Source: an optimization exercise on an open RTL-to-GDS flow (aim: small area, a short achievable clock period and few clock cycles per item). Production flows keep margins and buffers that such runs may drop.
RTL that was checked went through simulation tests only; none was proved equivalent to the original.
The RTL of runs 1 to 4 was laid out without a check of its function.
Power and IR drop assume default switching activity.

## flow/flow/run.sh

```bash
#!/bin/bash
# The standard layout (standard.sh, the standard flow's own ORFS flow) with one change:
# the port buffers are sky130_fd_sc_hd__buf_2 cells instead of the delay
# buffers buffer_ports picks by default. Every port still gets a buffer.
set -euo pipefail
export BUFFER_PORTS_ARGS="-buffer_cell sky130_fd_sc_hd__buf_2"
bash standard.sh > standard.log 2>&1
```

## flow/standard.sh

```bash
#!/bin/bash
# synth_recipe.tcl (not shown) runs the flow's synth.tcl, then flattens the netlist and writes it again
# the make line also repeats each setting of config.mk as NAME=value (left out here)
make -C /OpenROAD-flow-scripts/flow DESIGN_CONFIG=/design/flow/config.mk WORK_HOME=/design/flow/orfs CLKGATE_MAP_FILE= SYNTH_SCRIPT=/design/flow/synth_recipe.tcl "${@:-finish}"
```

## flow/config.mk

```make
export PLATFORM = sky130hd
export DESIGN_NAME = fp_encode_1750a
export DESIGN_NICKNAME = fp_encode_1750a
export VERILOG_FILES = /design/flow/design.v
export SDC_FILE = /design/flow/constraint.sdc
export NUM_CORES = 4
export LEC_CHECK = 0
export ABC_AREA = 1
export CAP_MARGIN = 20
export CORE_MARGIN = 2
export CORE_UTILIZATION = 40
export SLEW_MARGIN = 20
```

## flow/constraint.sdc

```tcl
create_clock -name core_clock -period 10.0 [get_ports {clk}]
set_input_delay 2.0000 -clock core_clock [delete_from_list [all_inputs] [get_ports {clk}]]
set_output_delay 2.0000 -clock core_clock [all_outputs]
set_load 0.01 [all_outputs]
```

## flow/design.v

```verilog
module enc1750_fmt (
    input  wire [38:0] frac,    
    input  wire  [2:0] fsel,    
    input  wire        m39,     
    input  wire        m38,     
    input  wire  [7:0] xe,      
    output wire [47:0] data
);
    wire c = (fsel[0] & frac[30]) | (fsel[1] & frac[16]) | (fsel[2] & frac[0]);
    wire [37:0] xs = frac[38:1];
    wire [7:0]  xa = xs[37:30];
    wire [13:0] xb = xs[29:16];
    wire [15:0] xc = xs[15:0];
    wire cc = c;
    wire cb = fsel[2] ? (c & (&xc)) : c;
    wire ca = fsel[0] ? c : cb & (&xb);
    wire [15:0] wc;
    wire [13:0] wb;
    wire [7:0]  wa;
    genvar i;
    generate
        for (i = 0; i < 16; i = i + 1) begin : g_c
            if (i == 0) assign wc[i] = xc[i] ^ cc;
            else        assign wc[i] = xc[i] ^ (cc & (&xc[i-1:0]));
        end
        for (i = 0; i < 14; i = i + 1) begin : g_b
            if (i == 0) assign wb[i] = xb[i] ^ cb;
            else        assign wb[i] = xb[i] ^ (cb & (&xb[i-1:0]));
        end
        for (i = 0; i < 8; i = i + 1) begin : g_a
            if (i == 0) assign wa[i] = xa[i] ^ ca;
            else        assign wa[i] = xa[i] ^ (ca & (&xa[i-1:0]));
        end
    endgenerate
    wire ina = fsel[0] | fsel[1] | fsel[2];
    wire inb = fsel[1] | fsel[2];
    wire inc = fsel[2];
    wire [7:0]  ma = wa & {8{ina}};
    wire [13:0] mb = wb & {14{inb}};
    wire [15:0] mc = wc & {16{inc}};
    assign data = {m39, m38, ma, mb[13:8] | (xe[5:0] & {6{fsel[0]}}), mb[7:0],
                   xe & {8{~fsel[0]}}, mc};
endmodule
module enc1750_core (
    input  wire [63:0] value,
    input  wire  [7:0] width,
    output wire [52:0] sig,     
    output wire        subn,    
    output wire  [2:0] fsel,    
    output wire        m39,     
    output wire        m38,     
    output wire  [7:0] xe,      
    output wire  [1:0] status
);
    wire        s  = value[63];
    wire [10:0] be = value[62:52];
    wire [51:0] fr = value[51:0];
    wire w16 = (width == 8'd16);
    wire w32 = (width == 8'd32);
    wire w48 = (width == 8'd48);
    wire wok = w16 | w32 | w48;
    wire nonfinite = &be;
    wire is_sub    = ~|be;
    wire is_zero   = is_sub & ~|fr;
    wire ok        = wok & ~nonfinite;
    assign sig    = {~is_sub, fr} ^ {53{s}};
    assign subn   = ok & is_sub & ~is_zero;
    assign fsel   = {w48, w32, w16} & {3{ok}};
    assign m39    = ok & ~is_zero & s;
    assign m38    = ok & ~is_zero & ~s;
    assign status = {wok & nonfinite, ~wok};
    wire ones16 = &fr[51:43], ones32 = &fr[42:29], ones48 = &fr[28:13];
    wire zer16  = ~|fr[51:43], zer32 = ~|fr[42:29], zer48 = ~|fr[28:13];
    wire all1 = ones16 & (w16 | (ones32 & (w32 | ones48)));
    wire all0 = zer16  & (w16 | (zer32  & (w32 | zer48)));
    wire inc  = ~s & all1;
    wire dec  = s & all0;
    wire [11:0] bea2 = {1'b0, be} + (inc ? 12'd3 : dec ? 12'd1 : 12'd2);
    reg [7:0] xf8;
    reg [5:0] xf6;
    always @(*) begin
        if (is_zero) begin
            xf8 = 8'h00; xf6 = 6'h00;
        end else if (is_sub) begin
            xf8 = 8'h80; xf6 = 6'h20;
        end else begin
            if (bea2 <= 12'd896)       xf8 = 8'h80;
            else if (bea2 >= 12'd1151) xf8 = 8'h7f;
            else                       xf8 = bea2[7:0];
            if (bea2 <= 12'd992)       xf6 = 6'h20;
            else if (bea2 >= 12'd1055) xf6 = 6'h1f;
            else                       xf6 = bea2[5:0];
        end
    end
    assign xe = ok ? (w16 ? {2'b00, xf6} : xf8) : 8'd0;
endmodule
module fp_encode_1750a (
    input  wire        clk,
    input  wire        rst,
    input  wire        in_valid,
    output wire        in_ready,
    input  wire [63:0] in_value,
    input  wire  [7:0] in_width,
    output wire        out_valid,
    input  wire        out_ready,
    output wire [47:0] out_data,
    output wire  [2:0] out_nbytes,
    output wire  [1:0] out_status
);
    wire [52:0] c_sig;
    wire        c_subn;
    wire  [2:0] c_fsel;
    wire        c_m39, c_m38;
    wire  [7:0] c_xe;
    wire  [1:0] c_status;
    enc1750_core u_core (
        .value (in_value),
        .width (in_width),
        .sig   (c_sig),
        .subn  (c_subn),
        .fsel  (c_fsel),
        .m39   (c_m39),
        .m38   (c_m38),
        .xe    (c_xe),
        .status(c_status)
    );
    reg        ov;       
    reg [52:0] sig_q;
    reg  [2:0] fsel_q;
    reg        m39_q, m38_q;
    reg  [7:0] xe_q;
    reg  [1:0] status_q;
    wire pend = (m39_q & sig_q[52]) | (m38_q & ~sig_q[52]);
    wire load = ~ov | (~pend & out_ready);
    assign in_ready  = ~rst & load;
    assign out_valid = ~rst & ov & ~pend;
    wire top8z = m39_q ? &sig_q[52:45] : ~|sig_q[52:45];
    always @(posedge clk) begin
        if (rst) ov <= 1'b0;
        else if (load) ov <= in_valid;
    end
    always @(posedge clk) begin
        if (load) begin
            sig_q    <= c_sig;
            fsel_q   <= c_fsel;
            m39_q    <= c_m39;
            m38_q    <= c_m38;
            xe_q     <= c_xe;
            status_q <= c_status;
        end else if (pend) begin
            sig_q    <= top8z ? {sig_q[44:0], {8{m39_q}}} : {sig_q[51:0], m39_q};
        end
    end
    enc1750_fmt u_fmt (
        .frac(sig_q[51:13]),
        .fsel(fsel_q),
        .m39 (m39_q),
        .m38 (m38_q),
        .xe  (xe_q),
        .data(out_data)
    );
    assign out_status = status_q;
    assign out_nbytes = {fsel_q[1] | fsel_q[2], fsel_q[0] | fsel_q[2], 1'b0};
endmodule
```

==> reports/results.tsv, run 1 <==
stage	metric	value	unit
status	status	complete, no violations	
die	core_area	0.0139	sq mm
global_routing	use_met2	0.379	
power	switching_power	299	uW
sta	timing.hold.ws	0.627	ns
clock_network	postCtsHoldBufs	0	
power	p_int	686	uW
setup_path	critPathMaxFanout	29	
die	io_pins	131	
setup_path	worstSetupStartpoint	in_value[63]	
global_routing	antenna_found_initial	0	
detailed_routing	wl_per_cell	16.3	um
synthesis	synth_nets	897	
detailed_routing	wl	18.1	mm
detailed_routing	vias	5961	
final_layout	fin_nets	1005	
sta	setup_tns	0	ns
clock_network	cts_root_buf	clkbuf_16	
synthesis	ys_seq_area_frac	0.360	
placement	post-place-cells	1092	
power	ir_drop	0.0885	mV
final_layout	n_antenna_cell	0	
clock_network	cts_max_path_buffers	2	
sta	tightestPinTransition	1.02	ns
power	pwr-share-comb	0.204	
placement	post-dp-hpwl	13.4	mm
power	clock_power_share	0.373	
sta	timing.final.crit_share	0.539	
global_routing	grt_max_degree	78	
sta	setup_violations	0	
detailed_routing	viasPerCell	5.38	
final_layout	area_growth	18.9	%
detailed_routing	final_antenna_net_count	0	
clock_network	cts_inserted_buffers	9	
power	power_leakage	0.00306	uW
synthesis	yosys_warnings	2	
final_layout	register_area	0.00206	sq mm
global_routing	grt_usage	0.239	
power	total_power	985	uW
die	fp.dieW	124	um
setup_path	cp.arrival	5.47	ns
final_layout	drive_gt1_frac	0.182	
global_routing	grt_pass1_wl	27.8	mm
die	rows	43	
sta	fin_skew	0.00980	ns
clock_network	cts-resized-gates	0	
die	start_util	0.411	
setup_path	critPathRequiredTime	10.08	ns
setup_path	worstReg2RegStart	m39_q$_DFFE_PN_	
setup_path	critical_path.endpoint	xe_q[1]$_SDFFCE_PN0N_	
sta	max_freq	185	MHz
clock_network	cts_tree	done	
detailed_routing	drc	0	
clock_network	cts_setup_buffers	0	
global_routing	busiest_layer	met2	
run	drv_cap	0	
clock_network	clkLatencyLatePin	0.35	ns
clock_network	cts_sinks	69	
clock_network	htree_levels	3	
power	p_per_area	145	mW/mm^2
synthesis	syn_area_per_cell	7.03	sq um
setup_path	r2r_setup_slack	6.54	ns
detailed_routing	drt_first_pass_iters	5	
placement	port-buffer-count	129	
die	die_y	124	um
global_routing	use_met1	0.340	
min_path	min_path_type	register to register	
final_layout	fin_cells	1108	
sta	period_needed	5.39	ns
synthesis	ys_types	42	
global_routing	grtUsageMet3	0.0353	
placement	finalWeightedCongestion	0.888	
synthesis	synth_cells	815	
sta	rsz0062_at_grt	no	
clock_network	clkSlewWorstSetupHoldPaths	0.06	ns
power	pwr-share-seq	0.423	
setup_path	critPathCaptureType	register	
power	switching_share	0.303	
final_layout	fill_cells	1479	
die	die_area	0.0153	sq mm
final_layout	multi_input_area	0.00318	sq mm
setup_path	timing.rr.end	sig_q[19]$_DFFE_PP_	
sta	relSlewSlack	0.314	
global_routing	grt_pass1_vias	5285	
setup_path	rr_worst_depth	9	
synthesis	syn_area	0.00573	sq mm
setup_path	start_kind	input pin	
global_routing	grt.overflow.total	0	
setup_path	path_class	input pin to register	
synthesis	ys_seq_elements	69	
sta	slew_viol_final	0	
detailed_routing	drt_iter0_drc	568	
sta	hold_violations	0	
[per-layer routing]
metal / share of wire / wire length [um] / up-vias
met1: 0.46 / 8390 / 2721
met3: 0.062 / 1110 / 18
li1: - / - / 3001
met4: 0.015 / 272 / 0
met5: 0 / 0 / -
met2: 0.46 / 8330 / 221
[logic make-up (layout without fill, tap and decap cells)]
family,count (synthesis),after routing,synth area share
buffers and inverters,125,238,0.0861
adders and majority gates,6,6,0.0144
DFF,69,69,0.360
AOI/OAI and AO/OA,165,165,0.162
other,1,1,0.000655
xor gates and xnor gates,44,44,0.0673
and+or+nand+nor,405,405,0.310
[registers in the layout, summed over array words and instances, names as in the netlist]
register / cells
m38_q: 1
xe_q: 8
m39_q: 1
sig_q: 53
status_q: 2
ov: 1
fsel_q: 3
[power by group through the flow]
stage	clock [uW]	combinational (uW)	sequential, uW
after floorplan	0	136	397
after global placement	0	199	421
after detailed placement	0	200	420
after CTS	367	200	415
after global routing	381	227	421
final	368	201	417
[layout by cell type, fill, tap and decap left out, drive strengths merged, types with 14 or more instances in the layout]
master	count
o21ai	83
nor2	160
o22ai	43
nand3	54
buf	134
nor3	14
nand4	28
edfxtp	68
nand2	138
inv	85
xnor2	41
a21oi	25
[per-stage QoR]
stage	area, sq um	setup slack, ns	utilization
3_3_place_gp	6480	4.44	0.465
4_1_cts	6810	4.64	0.489
3_5_place_dp	6480	4.31	0.465
6_report	6810	4.61	0.489
2_1_floorplan	5730	5.09	-
5_1_grt	6810	4.14	0.489
[synthesized netlist by cell type (all sizes together)]
library cell / number / share of area
a31oi: 3 / 0.0033
a41oi: 1 / 0.0015
o22ai: 43 / 0.047
xor2: 3 / 0.0046
a22oi: 7 / 0.0092
and3: 1 / 0.0011
nand2: 138 / 0.093
nand3b: 1 / 0.0013
nor2: 160 / 0.11
or2: 1 / 0.0011
nand4: 28 / 0.032
fa: 1 / 0.0035
o21ai: 83 / 0.075
clkbuf: 26 / 0.017
o31ai: 1 / 0.0013
edfxtp: 68 / 0.36
nor3: 14 / 0.012
or3b: 1 / 0.0015
inv: 87 / 0.057
buf: 11 / 0.011
o211ai: 1 / 0.0013
a21boi: 1 / 0.0013
clkinv: 1 / 0.00065
ha: 5 / 0.011
dfxtp: 1 / 0.0035
nand3: 54 / 0.049
nor4: 7 / 0.010
xnor2: 41 / 0.063
a21oi: 25 / 0.023
conb: 1 / 0.00065
[final cells by class]
type,instances,share of cell area
Multi-Input combinational cell,621,0.467
Clock buffer,11,0.0342
Tap cell,180,0.0331
Inverter,88,0.0485
Timing Repair Buffer,134,0.100
Sequential cell,69,0.303
Clock inverter,5,0.0145
[worst max-delay path: stages]
cell and delay (ns):
buf_2 0.54, inv_1 0.40, nor3_1 0.26, nand3_1 0.17
o21ai_0 0.13, ha_1 0.23, inv_1 0.06, fa_1 0.42
nor2_2 0.22, nand2_1 0.11, o21ai_1 0.18, nand3_1 0.14
nand2_1 0.32, nand3_1 0.12, nand3_1 0.09, a21oi_1 0.08
[worst min path at each step]
| stage | end | slack, ns | startpoint | depth (start not counted) |
|---|---|---|---|---|
| 6_report | sig_q[19]$_DFFE_PP_ | 0.63 | sig_q[11]$_DFFE_PP_ | 2 |
| 5_1_grt | sig_q[8]$_DFFE_PP_ | 0.65 | sig_q[0]$_DFFE_PP_ | 2 |
| 4_1_cts | sig_q[17]$_DFFE_PP_ | 0.63 | sig_q[9]$_DFFE_PP_ | 2 |
| 3_5_place_dp | sig_q[17]$_DFFE_PP_ | 0.61 | sig_q[9]$_DFFE_PP_ | 2 |
| 3_3_place_gp | sig_q[19]$_DFFE_PP_ | 0.59 | sig_q[11]$_DFFE_PP_ | 2 |
| 2_1_floorplan | sig_q[18]$_DFFE_PP_ | 0.58 | sig_q[10]$_DFFE_PP_ | 2 |
==> inputs of run 2 (changes only) <==
--- a/flow/config.mk
+++ b/flow/config.mk
@@ -9,4 +9,5 @@
 export CAP_MARGIN = 20
 export CORE_MARGIN = 2
 export CORE_UTILIZATION = 40
+export SETUP_SLACK_MARGIN = 4.5
 export SLEW_MARGIN = 20
==> reports/results.tsv, run 2 <==
stage	metric	value	unit	change
power	p_int	687	uW	+0.13%
setup_path	cpPeakStageDelay	0.69	ns	+0.15 ns
global_routing	grtUsageMet3	0.0353		unchanged
final_layout	design_area	0.00686	sq mm	+0.70%
power	switching_share	0.304		+0.000507
clock_network	cts_inserted_buffers	9		unchanged
clock_network	cts_root_buf	clkbuf_16		
placement	port-buffer-count	129		unchanged
synthesis	synth.area.mux_share	0		unchanged
sta	relSlewSlack	0.297		-0.0168
synthesis	synth-simple-area-share	0.310		unchanged
die	io_pins	131		unchanged
die	rows	43		unchanged
synthesis	syn_area_per_cell	7.03	sq um	unchanged
sta	setup_tns	0	ns	unchanged
die	die_area	0.0153	sq mm	unchanged
sta	rsz0062_at_grt	no		
setup_path	critPathCaptureType	register		
synthesis	synth_fa_ha_area_frac	0.0144		unchanged
setup_path	critPathRequiredTime	10.08	ns	about the same
setup_path	path_class	input pin to register		
final_layout	register_area	0.00206	sq mm	unchanged
setup_path	slowest_stage	nor4_1		
power	p_per_area	144	mW/mm^2	-0.49%
setup_path	cpLargestDelayFamily	simple AND/OR/NAND/NOR gates		
final_layout	n_antenna_cell	0		unchanged
synthesis	ys.flop_type	edfxtp_1		
clock_network	clkLatencyLatePin	0.35	ns	about the same
status	status	complete, no violations		
detailed_routing	drt_first_pass_iters	5		unchanged
detailed_routing	viasPerCell	5.39		+0.11%
die	fp.dieW	124	um	unchanged
synthesis	ys_seq_elements	69		unchanged
setup_path	r2r_setup_slack	6.54	ns	about the same
final_layout	largest_reg_flops	53		unchanged
placement	post-dp-hpwl	13.4	mm	unchanged
synthesis	ys_types	42		unchanged
final_layout	largest-register	sig_q		
sta	timing.final.crit_share	0.513		-0.0266
detailed_routing	wl	18.1	mm	+0.23%
synthesis	syn_area	0.00573	sq mm	unchanged
sta	period_needed	5.13	ns	-0.266 ns
sta	hold_violations	0		unchanged
final_layout	fin_cells	1112		+0.36%
final_layout	fin_nets	1009		+0.40%
die	die_y	124	um	unchanged
clock_network	clkSlewWorstSetupHoldPaths	0.06	ns	about the same
placement	place_area	0.00648	sq mm	unchanged
global_routing	grt_max_degree	78		unchanged
synthesis	synth_top_family_by_area	simple AND/OR/NAND/NOR gates		
setup_path	path_cells	buf_2 > nand4_1 > nor4_1 > a21oi_1 > o21ai_0 > ha_1 > inv_1 > fa_1 > nor2_2 > nand2_1 > o21ai_1 > nand3_1 > inv_1 > nand2_1 > nand3_1 > a21oi_1		
sta	fin_skew	0.00919	ns	-0.000606 ns
power	total_power	987	uW	+0.20%
detailed_routing	drc	0		unchanged
final_layout	area_growth	19.7	%	
final_layout	fill_cells	1480		+0.068%
global_routing	grt_pass1_vias	5285		unchanged
clock_network	htree_levels	3		unchanged
global_routing	use_met1	0.340		unchanged
die	start_util	0.411		unchanged
power	ir_drop	0.0885	mV	about the same
global_routing	grt_usage	0.239		unchanged
power	pwr-share-comb	0.205		about the same
sta	slew_viol_final	0		unchanged
min_path	min_path_type	register to register		
clock_network	postCtsHoldBufs	0		unchanged
detailed_routing	wl_per_cell	16.3	um	-0.13%
power	pwr-share-seq	0.422		about the same
synthesis	synth_edf_count	68		unchanged
final_layout	final_cell_mix	153 x nor2_1, 132 x nand2_1, 128 x buf_2, 82 x inv_1, 80 x o21ai_0		
final_layout	biggestRegsByFlops	sig_q (53), xe_q (8), fsel_q (3)		
final_layout	multi_input_area	0.00319	sq mm	+0.35%
clock_network	cts_max_path_buffers	2		unchanged
global_routing	grt_pass1_wl	27.8	mm	unchanged
clock_network	cts_sinks	69		unchanged
synthesis	synth_top_area_cell	edfxtp_1		
synthesis	ys_seq_area_frac	0.360		unchanged
synthesis	synth_common_cells	154 x nor2_1, 134 x nand2_1, 85 x inv_1, 80 x o21ai_0, 68 x edfxtp_1		
detailed_routing	final_antenna_net_count	0		unchanged
sta	setup_violations	0		unchanged
global_routing	grt.overflow.total	0		unchanged
run	drv_cap	0		unchanged
synthesis	yosys-top-cells-area	edfxtp_1 36%, nor2_1 10%, nand2_1 8.8%		
detailed_routing	vias	5989		+0.47%
setup_path	cp.buffers_inverters	3		unchanged
synthesis	synth_cells	815		unchanged
die	core_area	0.0139	sq mm	unchanged
synthesis	synth_compound_area_frac	0.162		unchanged
power	switching_power	300	uW	+0.37%
placement	post-place-cells	1092		unchanged
setup_path	critPathMaxFanout	7		-76%
global_routing	antenna_found_initial	0		unchanged
placement	finalWeightedCongestion	0.888		unchanged
final_layout	final_common_cell	nor2_1		
synthesis	postSynth.asyncResetShare	0		unchanged
global_routing	use_met2	0.379		unchanged
sta	tightestPinTransition	1.05	ns	+0.0251 ns
final_layout	drive_gt1_frac	0.188		+0.00566
sta	max_freq	195	MHz	+5.2%
clock_network	cts_tree	done		
setup_path	cp.arrival	5.21	ns	-0.26 ns
detailed_routing	drt_iter0_drc	611		+7.6%
synthesis	synth_xor_area_frac	0.0673		unchanged
power	clock_power_share	0.373		about the same
power	power_leakage	0.00307	uW	+0.47%
global_routing	busiest_layer	met2		
synthesis	synth_nets	897		unchanged
synthesis	yosysMostFrequentCell	nor2_1		
synthesis	synth_top_area_frac	0.357		unchanged
synthesis	yosys_warnings	2		unchanged
setup_path	start_kind	input pin		
run 2: through the flow:
step / setup WS [ns] / utilization / hold slack (ns)
after floorplan: 5.09 / - / 0.582
after global placement: 4.44 / 0.465 / 0.595
after detailed placement: 4.31 / 0.465 / 0.613
after CTS: 4.64 / 0.489 / 0.633
after global routing: 4.50 / 0.492 / 0.652
final: 4.87 / 0.492 / 0.628
run 2: path summary, 6_finish.rpt:
check,from,end,cells after the start
setup / recovery,in_value[34],xe_q[1]$_SDFFCE_PN0N_,16
hold reg to reg,sig_q[9]$_DFFE_PP_,sig_q[17]$_DFFE_PP_,2
setup reg to reg,m39_q$_DFFE_PN_,sig_q[20]$_DFFE_PP_,9
hold / removal,sig_q[9]$_DFFE_PP_,sig_q[17]$_DFFE_PP_,2
run 2: worst min-delay path: stages, from the launching register on:
cell	delay, ns
edfxtp_1	0.34
nor2_1	0.05
o22ai_1	0.11
run 2: power groups by stage:
stage	clock network (uW)	logic [uW]	registers [uW]
after floorplan	0	136	397
after global placement	0	199	421
after detailed placement	0	200	420
after CTS	367	200	415
after global routing	381	228	421
final	368	202	417
run 2: kinds of logic (layout without fill, tap and decap cells):
group                      after synthesis  after routing
adders and majority gates                6              6
and+or+nand+nor                        405            405
AOI/OAI and AO/OA                      165            165
other                                    1              1
xor gates and xnor gates                44             44
DFF                                     69             69
buffers and inverters                  125            242
run 2: final cells by class:
type,count,area share
timing repair buffer,138,0.104
clock buffer,11,0.0339
inverter,88,0.0487
tap,180,0.0328
multi-input combinational,621,0.465
clock inverter,5,0.0144
sequential,69,0.301
run 2: layer usage:
layer / vias to the layer above / part of all wire
met5: - / 0
met4: 0 / 0.016
li1: 3015 / -
met3: 20 / 0.054
met2: 209 / 0.46
met1: 2745 / 0.47
run 2: timing repair:
action	in CTS	in global routing
endpoints found under the setup margin	0	7
setup buffers	0	4
resized for setup	0	4
==> inputs of run 3 (changes only) <==
--- a/flow/config.mk
+++ b/flow/config.mk
@@ -9,5 +9,5 @@
 export CAP_MARGIN = 20
 export CORE_MARGIN = 2
 export CORE_UTILIZATION = 40
-export SETUP_SLACK_MARGIN = 4.5
+export SETUP_SLACK_MARGIN = 5
 export SLEW_MARGIN = 20
==> reports/results.tsv, run 3 <==
stage	metric	value	unit	change
sta	setup_tns	0	ns	unchanged
clock_network	cts_max_path_buffers	2		unchanged
sta	setup_violations	0		unchanged
placement	place_ws	4.31	ns	unchanged
synthesis	ys_seq_area_frac	0.360		unchanged
clock_network	clkLatencyLatePin	0.35	ns	about the same
synthesis	synth_common_cells	154 x nor2_1, 134 x nand2_1, 85 x inv_1, 80 x o21ai_0, 68 x edfxtp_1		
detailed_routing	wl_per_cell	16.3	um	about the same
clock_network	htree_levels	3		unchanged
synthesis	postSynth.asyncResetShare	0		unchanged
setup_path	rr_worst_depth	8		-1
placement	finalWeightedCongestion	0.888		unchanged
global_routing	grt.overflow.total	0		unchanged
min_path	min_path_type	register to register		
final_layout	biggestRegsByFlops	sig_q (53), xe_q (8), fsel_q (3)		
final_layout	final_common_cell	nor2_1		
final_layout	largest_reg_flops	53		unchanged
synthesis	synth_cells	815		unchanged
die	rows	43		unchanged
synthesis	yosys_warnings	2		unchanged
synthesis	yosys-top-cells-area	edfxtp_1 36%, nor2_1 10%, nand2_1 8.8%		
die	fp.dieW	124	um	unchanged
run	drv_cap	0		unchanged
sta	hold_violations	0		unchanged
placement	post-dp-hpwl	13.4	mm	unchanged
detailed_routing	viasPerCell	5.42		+0.55%
synthesis	synth_nets	897		unchanged
sta	fin_skew	0.00805	ns	-0.00114 ns
final_layout	n_antenna_cell	0		unchanged
detailed_routing	drt_iter0_drc	551		-9.8%
power	ir_drop	0.0894	mV	+1.0%
synthesis	synth_top_area_cell	edfxtp_1		
final_layout	fin_nets	1014		+0.50%
die	die_y	124	um	unchanged
setup_path	cp.buffers_inverters	4		+1
synthesis	synth_top_area_frac	0.357		unchanged
setup_path	cp.arrival	2.90	ns	-2.31 ns
placement	port-buffer-count	129		unchanged
detailed_routing	final_antenna_net_count	0		unchanged
global_routing	grt_pass1_wl	27.8	mm	+0.25%
sta	tightestPinTransition	1.04	ns	-0.0107 ns
setup_path	path_cells	buf_2 > nand2_1 > nand2_1 > buf_12 > clkinv_1 > nor2_1 > buf_2		
power	p_per_area	142	mW/mm^2	-1.7%
die	start_util	0.411		unchanged
power	power_leakage	0.00311	uW	+1.4%
synthesis	syn_area_per_cell	7.03	sq um	unchanged
clock_network	cts_sinks	69		unchanged
synthesis	ys_types	42		unchanged
sta	slew_viol_final	0		unchanged
sta	relSlewSlack	0.305		+0.00720
sta	rsz0062_at_grt	yes		
die	core_area	0.0139	sq mm	unchanged
clock_network	cts_root_buf	clkbuf_16		
status	status	complete, no violations		
detailed_routing	vias	6049		+1.0%
sta	timing.hold.ws	0.627	ns	-0.00121 ns
clock_network	clkSlewWorstSetupHoldPaths	0.06	ns	about the same
sta	layout_setup_ws	5.10	ns	+0.221 ns
global_routing	grt_max_degree	78		unchanged
final_layout	area_growth	22.1	%	
sta	period_needed	4.90	ns	-0.221 ns
clock_network	cts_tree	done		
sta	timing.final.crit_share	0.490		-0.0221
setup_path	cpLargestDelayFamily	buffers and inverters		
setup_path	slowest_stage	buf_12		
setup_path	path_depth	7		-9
sta	max_freq	204	MHz	+4.5%
detailed_routing	wl	18.2	mm	+0.51%
final_layout	drive_gt1_frac	0.206		+0.0182
clock_network	cts_inserted_buffers	9		unchanged
setup_path	path_class	input pin to output port		
synthesis	synth_edf_count	68		unchanged
global_routing	grt_usage	0.240		+0.000586
detailed_routing	drt_first_pass_iters	5		unchanged
clock_network	postCtsHoldBufs	0		unchanged
min_path	hold_depth	2		unchanged
setup_path	critPathMaxFanout	41		+34
die	die_area	0.0153	sq mm	unchanged
power	total_power	990	uW	+0.26%
synthesis	syn_area	0.00573	sq mm	unchanged
synthesis	yosysMostFrequentCell	nor2_1		
global_routing	grt_pass1_vias	5303		+0.34%
setup_path	start_kind	input pin		
final_layout	final_cell_mix	153 x nor2_1, 130 x nand2_1, 128 x buf_2, 80 x inv_1, 79 x o21ai_0		
setup_path	critPathRequiredTime	8.00	ns	-2.08 ns
setup_path	cpPeakStageDelay	0.21	ns	-0.48 ns
synthesis	ys.flop_type	edfxtp_1		
synthesis	ys_seq_elements	69		unchanged
die	io_pins	131		unchanged
final_layout	largest-register	sig_q		
setup_path	critPathCaptureType	output port		
detailed_routing	drc	0		unchanged
global_routing	antenna_found_initial	0		unchanged
run 3: cell counts after synthesis:
No cell type changed its count.
run 3: metrics by stage:
stage	instance area, sq um	cells	util
finish	6990	1117	0.502
global route	6990	1117	0.502
CTS	6870	1111	0.493
detailed placement	6480	1092	0.465
global placement	6480	1092	0.465
floorplan	5730	815	-
run 3: final timing paths:
check,startpoint,endpoint,slack (ns)
worst max-delay path,out_ready,in_ready,5.10
worst min-delay path,sig_q[9]$_DFFE_PP_,sig_q[17]$_DFFE_PP_,0.63
worst max register to register,sig_q[46]$_DFFE_PP_,sig_q[24]$_DFFE_PP_,6.71
worst min register to register,sig_q[9]$_DFFE_PP_,sig_q[17]$_DFFE_PP_,0.63
run 3: what timing repair did:
action	in CTS	in global routing
pin swaps	2	4
setup endpoints to repair	9	17
setup buffers	3	6
resized for setup	8	20
run 3: kinds of logic (layout without fill, tap and decap cells):
group,after synthesis,after routing,synth area share
and+or+nand+nor,405,405,0.310
other,1,1,0.000655
xor gates and xnor gates,44,44,0.0673
AOI/OAI and AO/OA,165,165,0.162
DFF,69,69,0.360
adders and majority gates,6,6,0.0144
buffers and inverters,125,247,0.0861
run 3: tightest hold or removal path: cells and delay by family (launching register included):
family,cells,cell delay (ns)
flops,1,0.34
compound gates,1,0.11
simple gates,1,0.05
run 3: where the power goes:
| group | internal (uW) | switching (uW) |
|---|---|---|
| Clock | 242 | 124 |
| Combinational | 80.2 | 128 |
| Sequential | 367 | 48.3 |
| Total | 690 | 300 |
run 3: area by class of cell:
cell class                 count  area [sq um]
fill                        1468          6940
sequential                    69          2060
multi-input combinational    621          3270
timing repair buffer         143           769
tap                          180           225
clock inverter                 5          98.8
inverter                      88           334
clock buffer                  11           233
run 3: metal layers:
layer | wire length, um | vias to the layer above | share of wire | global-route usage
met5 | 0 | - | 0 | 0
met1 | 8370 | 2806 | 0.46 | 0.338
met4 | 281 | 0 | 0.015 | 0.0703
met2 | 8450 | 204 | 0.46 | 0.379
met3 | 1130 | 20 | 0.062 | 0.0389
li1 | - | 3019 | - | -
==> inputs of run 4 (changes only) <==
==> flow/flow/run.sh (replaced) <==
#!/bin/bash
set -euo pipefail
export BUFFER_PORTS_ARGS="-buffer_cell sky130_fd_sc_hd__buf_2"
export SETUP_SLACK_MARGIN=6
bash standard.sh > standard.log 2>&1
--- a/flow/config.mk
+++ b/flow/config.mk
@@ -9,5 +9,4 @@
 export CAP_MARGIN = 20
 export CORE_MARGIN = 2
 export CORE_UTILIZATION = 40
-export SETUP_SLACK_MARGIN = 5
 export SLEW_MARGIN = 20
==> reports/results.tsv, run 4 <==
stage	metric	value	unit	change
run	drv_cap	0		unchanged
sta	fin_skew	0.00705	ns	-0.00101 ns
final_layout	largest_reg_flops	53		unchanged
global_routing	grt_pass1_wl	32.0	mm	+15%
clock_network	htree_levels	3		unchanged
synthesis	yosys_warnings	2		unchanged
setup_path	critPathCaptureType	register		
final_layout	area_growth	44.7	%	
detailed_routing	drt_first_pass_iters	5		unchanged
sta	max_freq	215	MHz	+5.6%
die	core_area	0.0139	sq mm	unchanged
die	die_y	124	um	unchanged
synthesis	syn_area_per_cell	7.03	sq um	unchanged
final_layout	largest-register	sig_q		
min_path	hold_depth	2		unchanged
clock_network	clkSlewWorstSetupHoldPaths	0.06	ns	about the same
final_layout	multi_input_area	0.00382	sq mm	+17%
synthesis	yosysMostFrequentCell	nor2_1		
final_layout	design_area	0.00829	sq mm	+19%
clock_network	clkLatencyLatePin	0.34	ns	about the same
clock_network	cts_max_path_buffers	2		unchanged
final_layout	n_antenna_cell	0		unchanged
final_layout	drive_gt1_frac	0.359		+0.153
power	ir_drop	0.0672	mV	-25%
global_routing	antenna_found_initial	0		unchanged
die	die_area	0.0153	sq mm	unchanged
sta	slew_viol_final	0		unchanged
setup_path	rr_worst_depth	8		unchanged
global_routing	grt_pass1_vias	6018		+13%
setup_path	start_kind	input pin		
detailed_routing	wl	21.3	mm	+17%
setup_path	critPathMaxFanout	6		-85%
power	power_leakage	0.00370	uW	+19%
power	total_power	1010	uW	+1.7%
placement	place_area	0.00655	sq mm	+1.2%
detailed_routing	wl_per_cell	17.9	um	+9.6%
final_layout	fin_cells	1189		+6.4%
sta	period_needed	4.64	ns	-0.261 ns
sta	setup_violations	0		unchanged
global_routing	grt_max_degree	54		-31%
final_layout	fill_cells	1289		-12%
clock_network	cts_tree	done		
sta	relSlewSlack	0.439		+0.134
synthesis	postSynth.asyncResetShare	0		unchanged
setup_path	cp.arrival	4.72	ns	+1.82 ns
clock_network	postCtsHoldBufs	0		unchanged
sta	rsz0062_at_grt	yes		
placement	finalWeightedCongestion	0.916		+3.1%
die	start_util	0.411		unchanged
status	status	complete, no violations		
synthesis	synth_edf_count	68		unchanged
die	fp.dieW	124	um	unchanged
placement	post-dp-hpwl	13.1	mm	-1.7%
global_routing	grt.overflow.total	0		unchanged
synthesis	syn_area	0.00573	sq mm	unchanged
die	rows	43		unchanged
clock_network	cts_inserted_buffers	9		unchanged
synthesis	synth_cells	815		unchanged
detailed_routing	final_antenna_net_count	0		unchanged
synthesis	ys_types	42		unchanged
detailed_routing	vias	6631		+9.6%
synthesis	ys.flop_type	edfxtp_1		
setup_path	critPathRequiredTime	10.08	ns	+2.08 ns
final_layout	register_area	0.00206	sq mm	unchanged
sta	setup_tns	0	ns	unchanged
synthesis	ys_seq_elements	69		unchanged
detailed_routing	drc	0		unchanged
clock_network	cts_sinks	69		unchanged
detailed_routing	drt_iter0_drc	536		-2.7%
placement	post-place-cells	1092		unchanged
sta	tightestPinTransition	0.831	ns	-0.206 ns
final_layout	final_cell_mix	138 x nor2_1, 114 x buf_2, 97 x nand2_1, 76 x inv_1, 69 x o21ai_0		
global_routing	grt_usage	0.274		+0.0348
synthesis	synth_top_area_frac	0.357		unchanged
sta	timing.hold.ws	0.628	ns	+0.000394 ns
synthesis	yosys-top-cells-area	edfxtp_1 36%, nor2_1 10%, nand2_1 8.8%		
detailed_routing	viasPerCell	5.58		+3.0%
synthesis	ys_seq_area_frac	0.360		unchanged
synthesis	synth_top_area_cell	edfxtp_1		
synthesis	synth_common_cells	154 x nor2_1, 134 x nand2_1, 85 x inv_1, 80 x o21ai_0, 68 x edfxtp_1		
placement	port-buffer-count	129		unchanged
final_layout	final_common_cell	nor2_1		
final_layout	fin_nets	1086		+7.1%
sta	timing.final.crit_share	0.464		-0.0261
min_path	min_path_type	register to register		
synthesis	synth_nets	897		unchanged
clock_network	cts_root_buf	clkbuf_16		
setup_path	path_class	input pin to register		
sta	hold_violations	0		unchanged
final_layout	biggestRegsByFlops	sig_q (53), xe_q (8), fsel_q (3)		
die	io_pins	131		unchanged
power	p_per_area	121	mW/mm^2	-14%
==> run 4: cell counts after synthesis <==
Identical to the previous run, type by type.
==> run 4: worst max-delay path, cell delays in order <==
cell	delay, ns
buf_2	0.12
nand4_1	0.11
nor4_2	0.54
a21oi_2	0.12
o21ai_2	0.16
ha_2	0.20
inv_2	0.04
fa_2	0.40
nor2_4	0.19
nand2_4	0.09
xor2_2	0.21
nand3_2	0.15
nand2_4	0.15
nand3_1	0.09
nand3_1	0.09
a21oi_2	0.06
==> run 4: per-stage QoR <==
stage                     utilization  worst slack [ns]
after global routing            0.595              5.21
final                           0.595              5.36
after detailed placement        0.470              4.29
after floorplan                     -              5.34
after global placement          0.470              4.47
after CTS                       0.567              5.44
==> run 4: cell type report <==
cell class                 count  share of cell area
multi-input combinational    624               0.462
clock buffer                   9              0.0272
tap                          180              0.0272
timing repair buffer         209               0.182
inverter                      88              0.0435
timing repair inverter         3             0.00317
sequential                    69               0.249
clock inverter                 7             0.00619
==> run 4: cell families after synthesis <==
group	Yosys count	synth area share
buffers and inverters	125	0.0861
xor gates and xnor gates	44	0.0673
adders and majority gates	6	0.0144
AOI/OAI and AO/OA	165	0.162
DFF	69	0.360
and+or+nand+nor	405	0.310
other	1	0.000655
==> run 4: per-layer routing <==
layer | vias to the layer above | GRT usage | share of wire
met3 | 44 | 0.0554 | 0.086
met4 | 0 | 0.112 | 0.032
met2 | 343 | 0.431 | 0.47
met5 | - | 0 | 0
met1 | 3079 | 0.371 | 0.41
li1 | 3165 | - | -
==> run 4: path summary, 6_finish.rpt <==
path,from,endpoint,slack [ns]
setup reg to reg,m39_q$_DFFE_PN_,sig_q[5]$_DFFE_PP_,7.33
hold reg to reg,sig_q[11]$_DFFE_PP_,sig_q[19]$_DFFE_PP_,0.63
setup / recovery,in_value[34],xe_q[0]$_SDFFCE_PN0N_,5.36
hold / removal,sig_q[11]$_DFFE_PP_,sig_q[19]$_DFFE_PP_,0.63
==> run 4: repair_timing <==
item / CTS / global route
setup endpoints to repair: 43 / 42
setup buffers: 57 / 16
hold endpoints to repair: 0 / 0
cloned: 8 / 0
gates resized for setup: 128 / 72
pin swaps: 53 / 47
==> run 4: report_power, final <==
group,internal [uW],switching [uW]
combinational,122,170
clock,169,134
sequential,367,43.5
total,658,348
==> inputs of run 5 (changes only) <==
--- a/flow/design.v
+++ b/flow/design.v
@@ -6,8 +6,10 @@
     input  wire  [7:0] xe,      
     output wire [47:0] data
 );
-    wire c = (fsel[0] & frac[30]) | (fsel[1] & frac[16]) | (fsel[2] & frac[0]);
-    wire [37:0] xs = frac[38:1];
+    wire s = m39;
+    wire r = (fsel[0] & frac[30]) | (fsel[1] & frac[16]) | (fsel[2] & frac[0]);
+    wire c = r ^ s;
+    wire [37:0] xs = frac[38:1] ^ {38{s}};
     wire [7:0]  xa = xs[37:30];
     wire [13:0] xb = xs[29:16];
     wire [15:0] xc = xs[15:0];
@@ -63,7 +65,7 @@
     wire is_sub    = ~|be;
     wire is_zero   = is_sub & ~|fr;
     wire ok        = wok & ~nonfinite;
-    assign sig    = {~is_sub, fr} ^ {53{s}};
+    assign sig    = {~is_sub, fr};
     assign subn   = ok & is_sub & ~is_zero;
     assign fsel   = {w48, w32, w16} & {3{ok}};
     assign m39    = ok & ~is_zero & s;
@@ -130,11 +132,11 @@
     reg        m39_q, m38_q;
     reg  [7:0] xe_q;
     reg  [1:0] status_q;
-    wire pend = (m39_q & sig_q[52]) | (m38_q & ~sig_q[52]);
+    wire pend = (m39_q | m38_q) & ~sig_q[52];
     wire load = ~ov | (~pend & out_ready);
     assign in_ready  = ~rst & load;
     assign out_valid = ~rst & ov & ~pend;
-    wire top8z = m39_q ? &sig_q[52:45] : ~|sig_q[52:45];
+    wire top8z = ~|sig_q[52:45];
     always @(posedge clk) begin
         if (rst) ov <= 1'b0;
         else if (load) ov <= in_valid;
@@ -148,7 +150,7 @@
             xe_q     <= c_xe;
             status_q <= c_status;
         end else if (pend) begin
-            sig_q    <= top8z ? {sig_q[44:0], {8{m39_q}}} : {sig_q[51:0], m39_q};
+            sig_q    <= top8z ? {sig_q[44:0], 8'd0} : {sig_q[51:0], 1'b0};
         end
     end
     enc1750_fmt u_fmt (
==> flow/run.sh (new file) <==
#!/bin/bash
# synth_recipe.tcl (not shown) runs the flow's synth.tcl, then flattens the netlist and writes it again
# the make line also repeats each setting of config.mk as NAME=value (left out here)
make -C /OpenROAD-flow-scripts/flow DESIGN_CONFIG=/design/flow/config.mk WORK_HOME=/design/flow/orfs CLKGATE_MAP_FILE= SYNTH_SCRIPT=/design/flow/synth_recipe.tcl finish
removed: flow/flow/run.sh
removed: flow/standard.sh
==> reports/results.tsv, run 5 <==
stage	metric	value	unit	change
die	start_util	0.412		+0.00135
synthesis	yosys-top-cells-area	edfxtp_1 36%, nand2_1 12%, inv_1 7.2%		
placement	post-place-cells	1101		+0.82%
clock_network	postCtsHoldBufs	0		unchanged
setup_path	path_cells	clkdlybuf4s50_1 > nor4_1 > nand3_1 > nor2_1 > inv_1 > nand2_1 > nand2_1 > nand2_1 > ha_1 > inv_1 > fa_1 > nor2_1 > nand2_1 > o21ai_0 > nand2_1 > a21oi_1 > nand3_1 > nand2_1 > nand2_1		
clock_network	htree_levels	3		unchanged
sta	timing.final.crit_share	0.601		+0.137
clock_network	cts-resized-gates	0		-100%
sta	slew_viol_final	0		unchanged
setup_path	start_kind	input pin		
setup_path	cpLargestDelayFamily	simple AND/OR/NAND/NOR gates		
sta	timing.hold.ws	0.572	ns	-0.0554 ns
setup_path	critPathCaptureType	register		
die	core_area	0.0139	sq mm	unchanged
sta	tightestPinTransition	0.934	ns	+0.102 ns
sta	hold_violations	0		unchanged
status	status	complete, no violations		
synthesis	synth_edf_count	68		unchanged
sta	setup_violations	0		unchanged
die	die_y	124	um	+0.16%
final_layout	largest_reg_flops	53		unchanged
die	rows	43		unchanged
final_layout	drive_gt1_frac	0.0618		-0.297
setup_path	cpPeakStageDelay	0.69	ns	+0.15 ns
synthesis	synth_nets	905		+0.89%
final_layout	fin_nets	1015		-6.5%
final_layout	design_area	0.00744	sq mm	-10%
placement	port-buffer-count	129		unchanged
min_path	min_to	sig_q[4]$_DFFE_PP_		
synthesis	ys.flop_type	edfxtp_1		
detailed_routing	wl_per_cell	15.7	um	-12%
placement	place_area	0.00709	sq mm	+8.2%
global_routing	grt_pass1_wl	27.8	mm	-13%
synthesis	yosys_warnings	2		unchanged
setup_path	path_class	input pin to register		
synthesis	ys_seq_area_frac	0.359		-0.00118
setup_path	cp.arrival	6.11	ns	+1.39 ns
detailed_routing	drc	0		unchanged
detailed_routing	drt_first_pass_iters	6		+1
clock_network	cts_max_path_buffers	2		unchanged
synthesis	synth_top_area_cell	edfxtp_1		
global_routing	grt.overflow.total	0		unchanged
detailed_routing	drt_iter0_drc	432		-19%
placement	post-dp-hpwl	13.4	mm	+1.7%
detailed_routing	vias	5916		-11%
synthesis	synth_cells	823		+0.98%
final_layout	fill_cells	1369		+6.2%
clock_network	cts_sinks	69		unchanged
detailed_routing	viasPerCell	5.29		-5.1%
setup_path	slowest_stage	a21oi_1		
sta	max_freq	166	MHz	-23%
synthesis	syn_area	0.00575	sq mm	+0.33%
clock_network	cts_setup_buffers	0		-100%
detailed_routing	wl	17.5	mm	-18%
clock_network	cts_root_buf	clkbuf_16		
run	drv_cap	0		unchanged
final_layout	n_antenna_cell	0		unchanged
clock_network	clkLatencyLatePin	0.34	ns	about the same
setup_path	r2r_setup_slack	6.44	ns	-0.89 ns
final_layout	biggestRegsByFlops	sig_q (53), xe_q (8), fsel_q (3)		
synthesis	syn_area_per_cell	6.98	sq um	-0.65%
global_routing	antenna_found_initial	0		unchanged
sta	relSlewSlack	0.377		-0.0619
global_routing	grt_pass1_vias	5493		-8.7%
sta	setup_tns	0	ns	unchanged
setup_path	critPathRequiredTime	10.10	ns	+0.02 ns
setup_path	worstReg2RegStart	m39_q$_DFFE_PN_		
setup_path	critPathMaxFanout	12		+6
die	die_area	0.0153	sq mm	+0.32%
min_path	min-delay-start	sig_q[3]$_DFFE_PP_		
synthesis	postSynth.asyncResetShare	0		unchanged
die	fp.dieW	124	um	+0.16%
detailed_routing	final_antenna_net_count	0		unchanged
setup_path	cpMostUsedCell	nand2_1		
sta	rsz0062_at_grt	no		
setup_path	rr_worst_depth	11		+3
clock_network	cts_inserted_buffers	9		unchanged
die	io_pins	131		unchanged
final_layout	register_area	0.00206	sq mm	unchanged
power	ir_drop	0.100	mV	+49%
synthesis	synth_top_area_frac	0.355		-0.00116
final_layout	multi_input_area	0.00305	sq mm	-20%
synthesis	ys_types	47		+12%
clock_network	clkSlewWorstSetupHoldPaths	0.06	ns	about the same
power	power_leakage	0.00319	uW	-14%
final_layout	area_growth	29.5	%	
setup_path	cp.buffers_inverters	3		+1
synthesis	ys_seq_elements	69		unchanged
power	total_power	949	uW	-5.7%
global_routing	grt_usage	0.236		-0.0386
placement	finalWeightedCongestion	0.936		+2.2%
final_layout	final_common_cell	nand2_1		
sta	period_needed	6.01	ns	+1.37 ns
synthesis	yosysMostFrequentCell	nand2_1		
final_layout	largest-register	sig_q		
global_routing	grt_max_degree	66		+22%
sta	fin_skew	0.0107	ns	+0.00364 ns
final_layout	final_cell_mix	188 x nand2_1, 129 x clkdlybuf4s50_1, 110 x inv_1, 103 x nor2_1, 77 x o21ai_0		
min_path	hold_depth	2		unchanged
clock_network	cts_tree	done		
synthesis	synth_common_cells	189 x nand2_1, 110 x inv_1, 103 x nor2_1, 77 x o21ai_0, 68 x edfxtp_1		
power	p_per_area	128	mW/mm^2	+5.0%
min_path	min_path_type	register to register		
final_layout	fin_cells	1118		-6.0%
setup_path	timing.rr.end	sig_q[23]$_DFFE_PP_		
-- run 5: cell count changes after synthesis, moves of 8 or more --
cell	previous run	this run
nand2_1	134	189
nor2_1	154	103
o22ai_1	43	16
xnor2_1	41	15
inv_1	85	110
a21oi_1	24	42
nand3_1	52	40
nor4_1	6	17
xor2_1	3	11
-- run 5: routing by layer --
| layer | part of all wire | up-vias | track usage |
|---|---|---|---|
| met5 | 0 | - | 0 |
| met3 | 0.082 | 32 | 0.0330 |
| met1 | 0.44 | 2682 | 0.334 |
| li1 | - | 2953 | - |
| met2 | 0.45 | 249 | 0.370 |
| met4 | 0.021 | 0 | 0.0817 |
-- run 5: stage by stage --
step,util,setup slack [ns]
after detailed placement,0.509,3.69
after global routing,0.534,3.56
after CTS,0.533,4.01
after global placement,0.509,3.88
after floorplan,-,5.01
final,0.534,3.99
-- run 5: area by class of cell --
type,count,area share
timing repair buffer,134,0.180
tap,180,0.0303
clock inverter,7,0.0140
inverter,116,0.0589
multi-input combinational,603,0.409
sequential,69,0.277
clock buffer,9,0.0303
-- run 5: worst max path at each step --
stage	startpoint	to	slack [ns]	cells past startpoint
3_3_place_gp	in_value[19]	xe_q[6]$_SDFFCE_PP0N_	3.88	18
4_1_cts	m39_q$_DFFE_PN_	out_data[39]	4.01	14
3_5_place_dp	in_value[20]	xe_q[4]$_SDFFCE_PN0N_	3.69	19
2_1_floorplan	in_width[1]	xe_q[0]$_SDFFCE_PN0N_	5.01	19
6_report	in_width[1]	xe_q[4]$_SDFFCE_PN0N_	3.99	19
5_1_grt	in_width[1]	xe_q[2]$_SDFFCE_PN0N_	3.56	19
-- run 5: logic make-up (layout without fill, tap and decap cells) --
| family | Yosys count | after routing | synth area share |
|---|---|---|---|
| compound gates | 155 | 155 | 0.146 |
| xor+xnor | 30 | 30 | 0.0529 |
| fa+ha+maj | 6 | 6 | 0.0144 |
| buf+inv | 151 | 266 | 0.113 |
| flops | 69 | 69 | 0.359 |
| other cells | 1 | 1 | 0.000653 |
| simple gates | 411 | 411 | 0.313 |
-- run 5: report_power, final --
part / total (uW) / internal, uW / switching (uW)
Combinational: 219 / 96.4 / 122
Sequential: 374 / 348 / 25.3
Clock: 356 / 222 / 134
-- run 5: worst min-delay path, cell delays in order (launching register included) --
cell and delay [ns]:
edfxtp_1 0.34, nand3_1 0.07, nand2_1 0.05
Testbench counts of run 5, summed over its fixed seeds: cycles 24,936, items 24,000.

-- static timing again, ports no longer ideal --
The flow's constraints put no driver on any port. The routed layouts listed below were extracted and timed again, unchanged, in two steps.
Step 1 (the two cells are an assumption about what drives the block):
set clk [get_ports {clk}]
set_driving_cell -lib_cell sky130_fd_sc_hd__clkbuf_16 $clk
set_driving_cell -lib_cell sky130_fd_sc_hd__buf_2 [delete_from_list [all_inputs] $clk]
Step 2 adds t to the input delays and takes it off the output delays; t is the mean of the earliest and latest rising clock arrival at the registers after step 1. Input paths then give back, and output paths get back, about the clock's delay inside the block.
Slacks: no drivers / after step 1 / after step 2; pairs: no drivers / after step 1.
run	t, ns	setup WS [ns]	worst hold slack (ns)	worst register clock-pin slew, ns	pins driven straight from the clock port
run 1	0.388	4.608 / 4.631 / 4.243	0.627 / 0.627 / 0.627	0.06 / 0.06	1
run 2	0.388	4.875 / 4.863 / 4.505	0.628 / 0.628 / 0.628	0.06 / 0.06	1
run 3	0.387	5.095 / 5.070 / 4.922	0.627 / 0.627 / 0.627	0.06 / 0.06	1
run 4	0.379	5.356 / 5.374 / 4.995	0.628 / 0.628 / 0.628	0.06 / 0.06	1
run 5	0.374	3.988 / 3.972 / 3.629	0.572 / 0.572 / 0.572	0.06 / 0.06	1
After both steps setup and hold are still met in every run listed. The setup slack of run 2, which loses most, moves by -0.012 ns with the drivers and by -0.370 ns with both steps.
